What follows belongs to an exercise in optimizing a design on an open flow for small area, a short achievable clock period and few clock cycles per item; a production flow would make more cautious choices. Function was checked by simulation only, so behaviour that the tests miss may differ from the original.

--- flow/constraint.sdc ---
create_clock -name core_clock -period 20.0 [get_ports {clk}]
set_input_delay 4.0000 -clock core_clock [delete_from_list [all_inputs] [get_ports {clk}]]
set_output_delay 4.0000 -clock core_clock [all_outputs]
set_load 0.01 [all_outputs]
--- flow/run.sh ---
#!/bin/bash
# synth_recipe.tcl (not shown) runs the flow's synth.tcl, then flattens the netlist and writes it again
# the make line also repeats each setting of config.mk as NAME=value (left out here)
make -C /OpenROAD-flow-scripts/flow DESIGN_CONFIG=/design/flow/config.mk WORK_HOME=/design/flow/orfs CLKGATE_MAP_FILE= SYNTH_SCRIPT=/design/flow/synth_recipe.tcl finish
--- flow/design.v ---
module eq_fmul (
    input  wire [31:0] a,
    input  wire [31:0] b,
    output reg  [31:0] y
);
    wire        sa = a[31];
    wire        sb = b[31];
    wire [7:0]  ea = a[30:23];
    wire [7:0]  eb = b[30:23];
    wire [22:0] fa = a[22:0];
    wire [22:0] fb = b[22:0];
    wire a_nan  = (ea == 8'hFF) && (fa != 0);
    wire b_nan  = (eb == 8'hFF) && (fb != 0);
    wire a_inf  = (ea == 8'hFF) && (fa == 0);
    wire b_inf  = (eb == 8'hFF) && (fb == 0);
    wire a_zero = (ea == 8'h00) && (fa == 0);
    wire b_zero = (eb == 8'h00) && (fb == 0);
    wire sy     = sa ^ sb;
    wire [23:0] ma = {ea != 8'h00, fa};
    wire [23:0] mb = {eb != 8'h00, fb};
    wire [9:0]  ea_e = (ea == 8'h00) ? 10'd1 : {2'b00, ea};
    wire [9:0]  eb_e = (eb == 8'h00) ? 10'd1 : {2'b00, eb};
    wire [47:0] prod = ma * mb;
    reg  [5:0]  lz;
    reg  [47:0] pn;
    reg  signed [11:0] e;
    reg  [5:0]  rsh;
    reg  [47:0] ps;
    reg         lost;
    reg  [23:0] mant;
    reg         rnd, sticky, inc;
    reg  [30:0] mag;
    integer i;
    always @* begin
        lz = 6'd0;
        for (i = 0; i < 48; i = i + 1)
            if (prod[i]) lz = 6'd47 - i[5:0];
        pn = prod << lz;
        e = $signed({2'b00, ea_e}) + $signed({2'b00, eb_e}) - 12'sd126 - $signed({6'b0, lz});
        if (e < 12'sd1) begin
            rsh = (e < -12'sd48) ? 6'd50 : 6'd1 - e[5:0];
            e   = 12'sd1;
        end else begin
            rsh = 6'd0;
        end
        ps   = pn >> rsh;
        lost = 1'b0;
        for (i = 0; i < 48; i = i + 1)
            if (i < rsh && pn[i]) lost = 1'b1;
        mant   = ps[47:24];
        rnd    = ps[23];
        sticky = (ps[22:0] != 0) || lost;
        inc    = rnd && (sticky || mant[0]);
        mag    = ({e[7:0] - 8'd1, 23'b0} + {7'b0, mant}) + {30'b0, inc};
        if (a_nan || b_nan || (a_inf && b_zero) || (a_zero && b_inf))
            y = 32'h7FC00000;
        else if (a_inf || b_inf)
            y = {sy, 8'hFF, 23'b0};
        else if (a_zero || b_zero)
            y = {sy, 31'b0};
        else if (e > 12'sd254)
            y = {sy, 8'hFF, 23'b0};
        else if (mag[30:23] == 8'hFF)
            y = {sy, 8'hFF, 23'b0};
        else
            y = {sy, mag[30:0]};
    end
endmodule
module eq_fadd (
    input  wire [31:0] a,
    input  wire [31:0] b,
    input  wire        sub,
    output reg  [31:0] y
);
    wire [31:0] bb = {b[31] ^ sub, b[30:0]};
    wire a_nan = (a[30:23] == 8'hFF) && (a[22:0] != 0);
    wire b_nan = (bb[30:23] == 8'hFF) && (bb[22:0] != 0);
    wire a_inf = (a[30:23] == 8'hFF) && (a[22:0] == 0);
    wire b_inf = (bb[30:23] == 8'hFF) && (bb[22:0] == 0);
    wire        swap = bb[30:0] > a[30:0];
    wire [31:0] x = swap ? bb : a;
    wire [31:0] z = swap ? a : bb;
    wire [23:0] mx = {x[30:23] != 8'h00, x[22:0]};
    wire [23:0] mz = {z[30:23] != 8'h00, z[22:0]};
    wire [7:0]  ex = (x[30:23] == 8'h00) ? 8'd1 : x[30:23];
    wire [7:0]  ez = (z[30:23] == 8'h00) ? 8'd1 : z[30:23];
    wire [7:0]  d  = ex - ez;
    wire        eff_sub = x[31] ^ z[31];
    wire [26:0] mzx = {mz, 3'b000};
    wire [7:0]  emax = ex - 8'd1;   
    reg  [26:0] zx;       
    reg         lost;
    reg  [27:0] s;
    reg  [4:0]  lz;
    reg  [4:0]  lsh;
    reg  [26:0] sn;
    reg  [9:0]  e;
    reg  [23:0] mant;
    reg         g, st, inc;
    reg  [30:0] mag;
    integer i;
    always @* begin
        lz   = 5'd0;
        lsh  = 5'd0;
        zx   = mzx >> ((d > 8'd27) ? 8'd27 : d);
        lost = 1'b0;
        for (i = 0; i < 27; i = i + 1)
            if (i < d && mzx[i]) lost = 1'b1;
        zx[0] = zx[0] | lost;
        if (eff_sub)
            s = {1'b0, mx, 3'b000} - {1'b0, zx};
        else
            s = {1'b0, mx, 3'b000} + {1'b0, zx};
        if (s[27]) begin
            sn = s[27:1];
            sn[0] = s[1] | s[0];
            e  = {2'b00, ex} + 10'd1;
        end else begin
            for (i = 0; i < 27; i = i + 1)
                if (s[i]) lz = 5'd26 - i[4:0];
            lsh = ({3'b000, lz} <= emax) ? lz : emax[4:0];
            sn = s[26:0] << lsh;
            e  = {2'b00, ex} - {5'b0, lsh};
        end
        mant = sn[26:3];
        g    = sn[2];
        st   = sn[1] | sn[0];
        inc  = g && (st || mant[0]);
        mag  = ({e[7:0] - 8'd1, 23'b0} + {7'b0, mant}) + {30'b0, inc};
        if (a_nan || b_nan || (a_inf && b_inf && (a[31] != bb[31])))
            y = 32'h7FC00000;
        else if (a_inf)
            y = a;
        else if (b_inf)
            y = bb;
        else if (s == 28'd0)
            y = {x[31] & z[31], 31'b0};
        else if (e > 10'd254 || mag[30:23] == 8'hFF)
            y = {x[31], 8'hFF, 23'b0};
        else
            y = {x[31], mag[30:0]};
    end
endmodule
module simpleeq_chain (
    input  wire        clk,
    input  wire        rst_n,         
    input  wire        s_valid,
    output wire        s_ready,
    input  wire [63:0] s_data,
    input  wire        s_last,
    output wire        m_valid,
    input  wire        m_ready,
    output wire [63:0] m_data,
    output wire        m_last,
    input  wire        cfg_we,
    input  wire [6:0]  cfg_addr,      
    input  wire [31:0] cfg_wdata,
    input  wire        commit,
    input  wire        clear_state,
    output wire        commit_pending
);
    localparam NCOEF = 45;
    localparam [31:0] ONE = 32'h3F800000;
    reg [NCOEF*32-1:0] sh_coef;       
    reg [NCOEF*32-1:0] lv_coef;       
    reg [6:0]          sh_cfg;        
    reg [6:0]          lv_cfg;
    reg [18*32-1:0]    st1;           
    reg [18*32-1:0]    st2;           
    reg        pend;                  
    reg        atb;                   
    reg        clr_pend;              
    reg        out_full;
    reg [31:0] out_y0, out_y1;
    reg        out_last;
    localparam S_IDLE = 1'b0, S_RUN = 1'b1;
    reg        state;
    reg [3:0]  sec;
    reg [3:0]  ph;
    reg        ch;
    reg [31:0] xr;                    
    reg [31:0] yr;                    
    reg [31:0] pr, qr, tr;            
    reg [31:0] xin1;                  
    reg [31:0] y0r;                   
    reg        last_r;
    wire [3:0] wsec = cfg_addr[6:3];
    wire [2:0] wtap = cfg_addr[2:0];
    wire       wr_coef = cfg_we && !pend && wsec <= 4'd8 && wtap <= 3'd4;
    wire       wr_cfg  = cfg_we && !pend && cfg_addr == 7'h48;
    wire [5:0] widx    = {2'b00, wsec} * 6'd5 + {3'b000, wtap};
    wire lc_byp = lv_cfg[0];
    wire pk_byp = lv_cfg[1];
    wire hc_byp = lv_cfg[2];
    wire [1:0] lc_slope = lv_cfg[4:3];
    wire [1:0] hc_slope = lv_cfg[6:5];
    reg active;
    always @* begin
        if (sec <= 4'd3)
            active = !lc_byp && (sec[1:0] <= lc_slope);
        else if (sec == 4'd4)
            active = !pk_byp;
        else
            active = !hc_byp && ((sec - 4'd5) <= {2'b00, hc_slope});
    end
    wire apply_now = (state == S_IDLE) && pend && atb;
    assign s_ready = (state == S_IDLE) && !out_full && !(pend && atb) && !clr_pend;
    wire accept = s_valid && s_ready;
    reg  [2:0]  tap;
    always @* begin
        case (ph)
            4'd0:    tap = 3'd0;      
            4'd2:    tap = 3'd1;      
            4'd3:    tap = 3'd3;      
            4'd6:    tap = 3'd2;      
            4'd7:    tap = 3'd4;      
            default: tap = 3'd0;
        endcase
    end
    wire [5:0]  cidx = {2'b00, sec} * 6'd5 + {3'b000, tap};
    wire [4:0]  sidx = {sec, ch};
    wire [31:0] coef = lv_coef[cidx*32 +: 32];
    wire [31:0] s1   = st1[sidx*32 +: 32];
    wire [31:0] s2   = st2[sidx*32 +: 32];
    wire [31:0] mul_b = (ph == 4'd3 || ph == 4'd7) ? yr : xr;
    wire [31:0] mul_y;
    eq_fmul u_mul (.a(coef), .b(mul_b), .y(mul_y));
    reg  [31:0] add_a, add_b;
    reg         add_sub;
    always @* begin
        case (ph)
            4'd1:    begin add_a = pr; add_b = s1; add_sub = 1'b0; end   
            4'd4:    begin add_a = pr; add_b = qr; add_sub = 1'b1; end   
            4'd5:    begin add_a = tr; add_b = s2; add_sub = 1'b0; end   
            default: begin add_a = pr; add_b = qr; add_sub = 1'b1; end   
        endcase
    end
    wire [31:0] add_y;
    eq_fadd u_add (.a(add_a), .b(add_b), .sub(add_sub), .y(add_y));
    integer i;
    always @(posedge clk) begin
        if (!rst_n) begin
            for (i = 0; i < NCOEF; i = i + 1) begin
                sh_coef[i*32 +: 32] <= (i % 5 == 0) ? ONE : 32'h0;
                lv_coef[i*32 +: 32] <= (i % 5 == 0) ? ONE : 32'h0;
            end
            sh_cfg   <= 7'h07;
            lv_cfg   <= 7'h07;
            st1      <= {18*32{1'b0}};
            st2      <= {18*32{1'b0}};
            pend     <= 1'b0;
            atb      <= 1'b1;
            clr_pend <= 1'b0;
            out_full <= 1'b0;
            out_y0   <= 32'h0;
            out_y1   <= 32'h0;
            out_last <= 1'b0;
            state    <= S_IDLE;
            sec      <= 4'd0;
            ph       <= 4'd0;
            ch       <= 1'b0;
            xr       <= 32'h0;
            yr       <= 32'h0;
            pr       <= 32'h0;
            qr       <= 32'h0;
            tr       <= 32'h0;
            xin1     <= 32'h0;
            y0r      <= 32'h0;
            last_r   <= 1'b0;
        end else begin
            if (wr_coef)
                sh_coef[widx*32 +: 32] <= cfg_wdata;
            if (wr_cfg)
                sh_cfg <= {cfg_wdata[9:8], cfg_wdata[5:4], cfg_wdata[2:0]};
            if (commit && !pend)
                pend <= 1'b1;
            if (clear_state)
                clr_pend <= 1'b1;
            if (m_valid && m_ready)
                out_full <= 1'b0;
            case (state)
                S_IDLE: begin
                    if (apply_now) begin
                        lv_coef <= sh_coef;
                        lv_cfg  <= sh_cfg;
                        pend    <= 1'b0;
                    end else if (clr_pend) begin
                        st1      <= {18*32{1'b0}};
                        st2      <= {18*32{1'b0}};
                        clr_pend <= clear_state;
                    end else if (accept) begin
                        xr     <= s_data[31:0];
                        xin1   <= s_data[63:32];
                        last_r <= s_last;
                        atb    <= s_last;
                        ch     <= 1'b0;
                        sec    <= 4'd0;
                        ph     <= 4'd0;
                        state  <= S_RUN;
                    end
                end
                S_RUN: begin
                    if (ph == 4'd0 && !active) begin
                        if (sec == 4'd8) begin
                            if (ch == 1'b0) begin
                                y0r <= xr;
                                xr  <= xin1;
                                ch  <= 1'b1;
                                sec <= 4'd0;
                            end else begin
                                out_y0   <= y0r;
                                out_y1   <= xr;
                                out_last <= last_r;
                                out_full <= 1'b1;
                                state    <= S_IDLE;
                            end
                        end else begin
                            sec <= sec + 4'd1;
                        end
                    end else begin
                        case (ph)
                            4'd0: pr <= mul_y;                          
                            4'd1: yr <= add_y;                          
                            4'd2: pr <= mul_y;                          
                            4'd3: qr <= mul_y;                          
                            4'd4: tr <= add_y;                          
                            4'd5: st1[sidx*32 +: 32] <= add_y;          
                            4'd6: pr <= mul_y;                          
                            4'd7: qr <= mul_y;                          
                            default: begin
                                st2[sidx*32 +: 32] <= add_y;            
                                xr <= yr;
                            end
                        endcase
                        if (ph == 4'd8) begin
                            ph <= 4'd0;
                            if (sec == 4'd8) begin
                                if (ch == 1'b0) begin
                                    y0r <= yr;
                                    xr  <= xin1;
                                    ch  <= 1'b1;
                                    sec <= 4'd0;
                                end else begin
                                    out_y0   <= y0r;
                                    out_y1   <= yr;
                                    out_last <= last_r;
                                    out_full <= 1'b1;
                                    state    <= S_IDLE;
                                end
                            end else begin
                                sec <= sec + 4'd1;
                            end
                        end else begin
                            ph <= ph + 4'd1;
                        end
                    end
                end
            endcase
        end
    end
    assign m_valid        = out_full;
    assign m_data         = {out_y1, out_y0};
    assign m_last         = out_last;
    assign commit_pending = pend;
endmodule
--- flow/config.mk ---
export PLATFORM = sky130hd
export DESIGN_NAME = simpleeq_chain
export DESIGN_NICKNAME = simpleeq_chain
export VERILOG_FILES = /design/flow/design.v
export SDC_FILE = /design/flow/constraint.sdc
export NUM_CORES = 8
export LEC_CHECK = 0
export CAP_MARGIN = 20
export CORE_MARGIN = 2
export CORE_UTILIZATION = 40
export SLEW_MARGIN = 20
==> notes.md <==
sequential cells by signal (all words and copies together) (netlist names), 32 cells and up:
register	cells
st2	576
sh_coef	1440
qr	32
yr	32
xr	32
y0r	32
xin1	32
pr	32
out_y0	32
st1	576
lv_coef	1440
tr	32
out_y1	32
layer usage:
metal | track usage [%] | wire length, um
met1 | 40.19 | 359900
met2 | 48.06 | 395200
met3 | 5.792 | 77460
met4 | 19.99 | 66860
met5 | 0 | 62
cell usage after synthesis, types with 103 or more instances:
| cell type | number | area share [%] |
|---|---|---|
| mux4_2 | 495 | 5.1 |
| nor2_1 | 1284 | 2.2 |
| nand2_1 | 4817 | 8.3 |
| fa_1 | 489 | 4.5 |
| inv_1 | 706 | 1.2 |
| and2_1 | 156 | 0.45 |
| a31oi_1 | 108 | 0.31 |
| o31ai_1 | 129 | 0.44 |
| a21oi_1 | 499 | 1.1 |
| ha_1 | 341 | 2.0 |
| xnor2_1 | 119 | 0.48 |
| o21ai_0 | 655 | 1.5 |
| o211ai_1 | 103 | 0.35 |
| a32o_1 | 550 | 2.5 |
| o211a_1 | 115 | 0.53 |
| nor2b_1 | 1341 | 3.8 |
| a22oi_1 | 1404 | 4.8 |
| mux2i_1 | 649 | 3.0 |
| a21boi_0 | 1683 | 5.8 |
| clkbuf_1 | 1803 | 3.1 |
| nor3_1 | 217 | 0.50 |
| nand3_1 | 336 | 0.77 |
| dfxtp_1 | 4350 | 40 |
| buf_1 | 174 | 0.30 |
final cells by class:
type                       count  area [um2]  area share, %
inverter                     716        2691          1.072
tap                         7234        9051          3.606
antenna                       40       100.1        0.03988
multi-input combinational  17290      122000          48.61
clock buffer                 682       13530          5.388
sequential                  4350       87100          34.70
clock inverter               139        2064         0.8225
timing repair buffer        1624       14470          5.763
worst min-delay path: stages (launching register included):
cell      delay (ps)
dfxtp_1          310
nand2_1           50
a21boi_0          60
stage by stage:
step,setup slack [ps],setup TNS [ps]
after CTS,3.757,0
after floorplan,49.64,0
final,684.6,0
after detailed placement,-391.0,-281120
after global routing,-74.38,-8870
after global placement,-509.4,-395910
placed cells by master (no fill, tap or decap), drive strengths merged, types with 684 or more instances in the layout:
cell type / synthesis / routed
a22oi: 1404 / 1404
buf: 345 / 1453
nor2: 1285 / 1285
nand2: 4818 / 4818
a21boi: 1685 / 1685
dfxtp: 4350 / 4350
o21ai: 731 / 731
inv: 713 / 720
nor2b: 1341 / 1342
clkbuf: 1804 / 684
cell families (layout without fill, tap and decap cells):
group           Yosys count  after routing  synth area share [%]
simple gates           8708           8709                 17.73
compound gates         6365           6365                 21.67
flops                  4350           4350                 39.84
buf+inv                2865           3161                 5.227
mux                    1194           1194                 8.330
fa+ha+maj               831            831                 6.435
xor+xnor                191            191                0.7653
other cells               0             40                     0
final timing paths:
kind	cells after the start	slack [ps]	endpoint
worst max-delay path	68	680	qr[5]
worst min-delay path	2	210	lv_coef[848]
worst max register to register	68	680	qr[5]
worst min register to register	2	210	lv_coef[848]
repair_timing:
| action | CTS | global route |
|---|---|---|
| cloned | 1 | 2 |
| buffers inserted | 4 | 30 |
| gates resized for setup | 13 | 120 |
| pin swaps | 0 | 22 |
| setup endpoints to repair | 990 | 1240 |
==> results by group <==
Worst setup path
  • Setup CP Type: reg -> reg
  • Worst Path Required: 20950 ps
  • Setup crit end kind: register
  • Reg2reg start: ph[0]
  • Crit path DAT: 20270 ps
  • CP top delay family: adder cells
  • Buffers & Inverters on Critical Path: 15
  • Startpoint type of the worst setup path: register
  • Max FO, Critical Path: 35
  • Critical Path Start: ph[0]
  • Worst path max stage delay: 800 ps
  • Slowest CP cell: fa_4

Outcome
  • Outcome: no timing/DRC/antenna violations

Yosys
  • FFs w/ async S/R, synth: 0%
  • Syn Nets: 25450
  • Mean Syn Cell Area: 8.920 um2
  • YS warnings: 3
  • Synth Flop Type: dfxtp_1
  • EDFF count, synth: 0
  • Mapped Cells: 24500
  • Seq/Total Area, Yosys: 39.84%
  • Mapped cell area: 218600 um2
  • Yosys reg bits: 4350
  • Library cells used by synthesis: 122

Die
  • Die ar.: 552400 um2
  • Chip width: 743.2 um
  • Ports: 179
  • Site Rows: 271
  • Floorplan die height: 743.2 um
  • Area of the core: 544600 um2
  • Initial Util: 40.14%

Detailed routing
  • # DRC: 0
  • Final WL: 899400 um
  • Drt via density: 6.022
  • Via Count: 193200
  • DR WL/cell: 28.04 um
  • Detailed Routing Iterations Pass 1: 8
  • DRT iter0 DRCs: 23260
  • DRT antenna net count: 0

Global route
  • Number of global-route vias before repair: 182200
  • Largest net degree at the start of global routing: 262
  • Total track usage: 31.19%
  • Global-route wire length before repair: 1293000 um
  • Total grt overflow: 0
  • Initial antenna violation count: 65

Placement
  • Buffers on Ports: 178
  • Post-DP HPWL: 605400 um
  • RD Place Congestion: 0.9969
  • Placed cell area: 234200 um2
  • Cell total after placement: 31180

Timing
  • Final Max Tran Viols: 0
  • Fmax: 0.05177 GHz
  • Final Cycle Share: 96.58%
  • Minimum clock period: 19320 ps
  • Skew final: 256.1 ps
  • Slew headroom: 17.05%
  • Slew @ Worst Pin: 1244 ps
  • Final hold vios: 0
  • Final setup viols: 0
  • Final hold slack: 214.5 ps

Final layout
  • Area Growth Syn to Fin: 14.84%
  • Layout Cells excl Fill: 32080
  • Finished Cell Area: 251000 um2
  • Fraction of layout cells with a size suffix above 1: 13.03%
  • Final net count: 25380
  • Final core utilization: 46.09%
  • Fill count: 52420

Flow run
  • Max Cap Viol: 0

Clock network
  • Num CTS Buffers: 456
  • Clock Sinks: 4350
  • CTS H-tree lvls: 5
  • Cts hold-fix bufs: 0
  • Worst-skew pair later-pin latency: 1190 ps
  • Max Root-Sink Buffers: 4
  • Root buffer cell: clkbuf_16
  • CTS clk-pin slew, worst paths: 60 ps
  • TritonCTS clock tree: yes

Min path
  • Hold Path Class: reg -> reg
  • Hold_sp: sh_coef[848]
Testbench counts, summed over its fixed seeds: cycles 241,664, frames 2,048.

==> port drivers added, routing unchanged <==
In the flow no input, the clock included, has a driving cell. The finished layout below was timed again as built, in two steps. Step 1, drivers: a clkbuf_16 drives clk and a buf_2 each remaining input, both assumed. Step 2 moves the port delays by t, midway between the first and last clock arrival at a register: inputs arrive t later, outputs are due t later. That takes back most of the time a late clock gives input paths. Three values: ideal, step 1, step 2; two values: the first two.
shift t [ns]: 1.207
slack for setup (ns): 0.685 / 0.685 / 0.685
worst register clock-pin slew, ns: 0.08 / 0.08
pins driven straight from the clock port: 1
After both steps this run still meets setup and hold. The setup slack of this run moves by 0.000 ns with the drivers and by 0.000 ns with both steps.
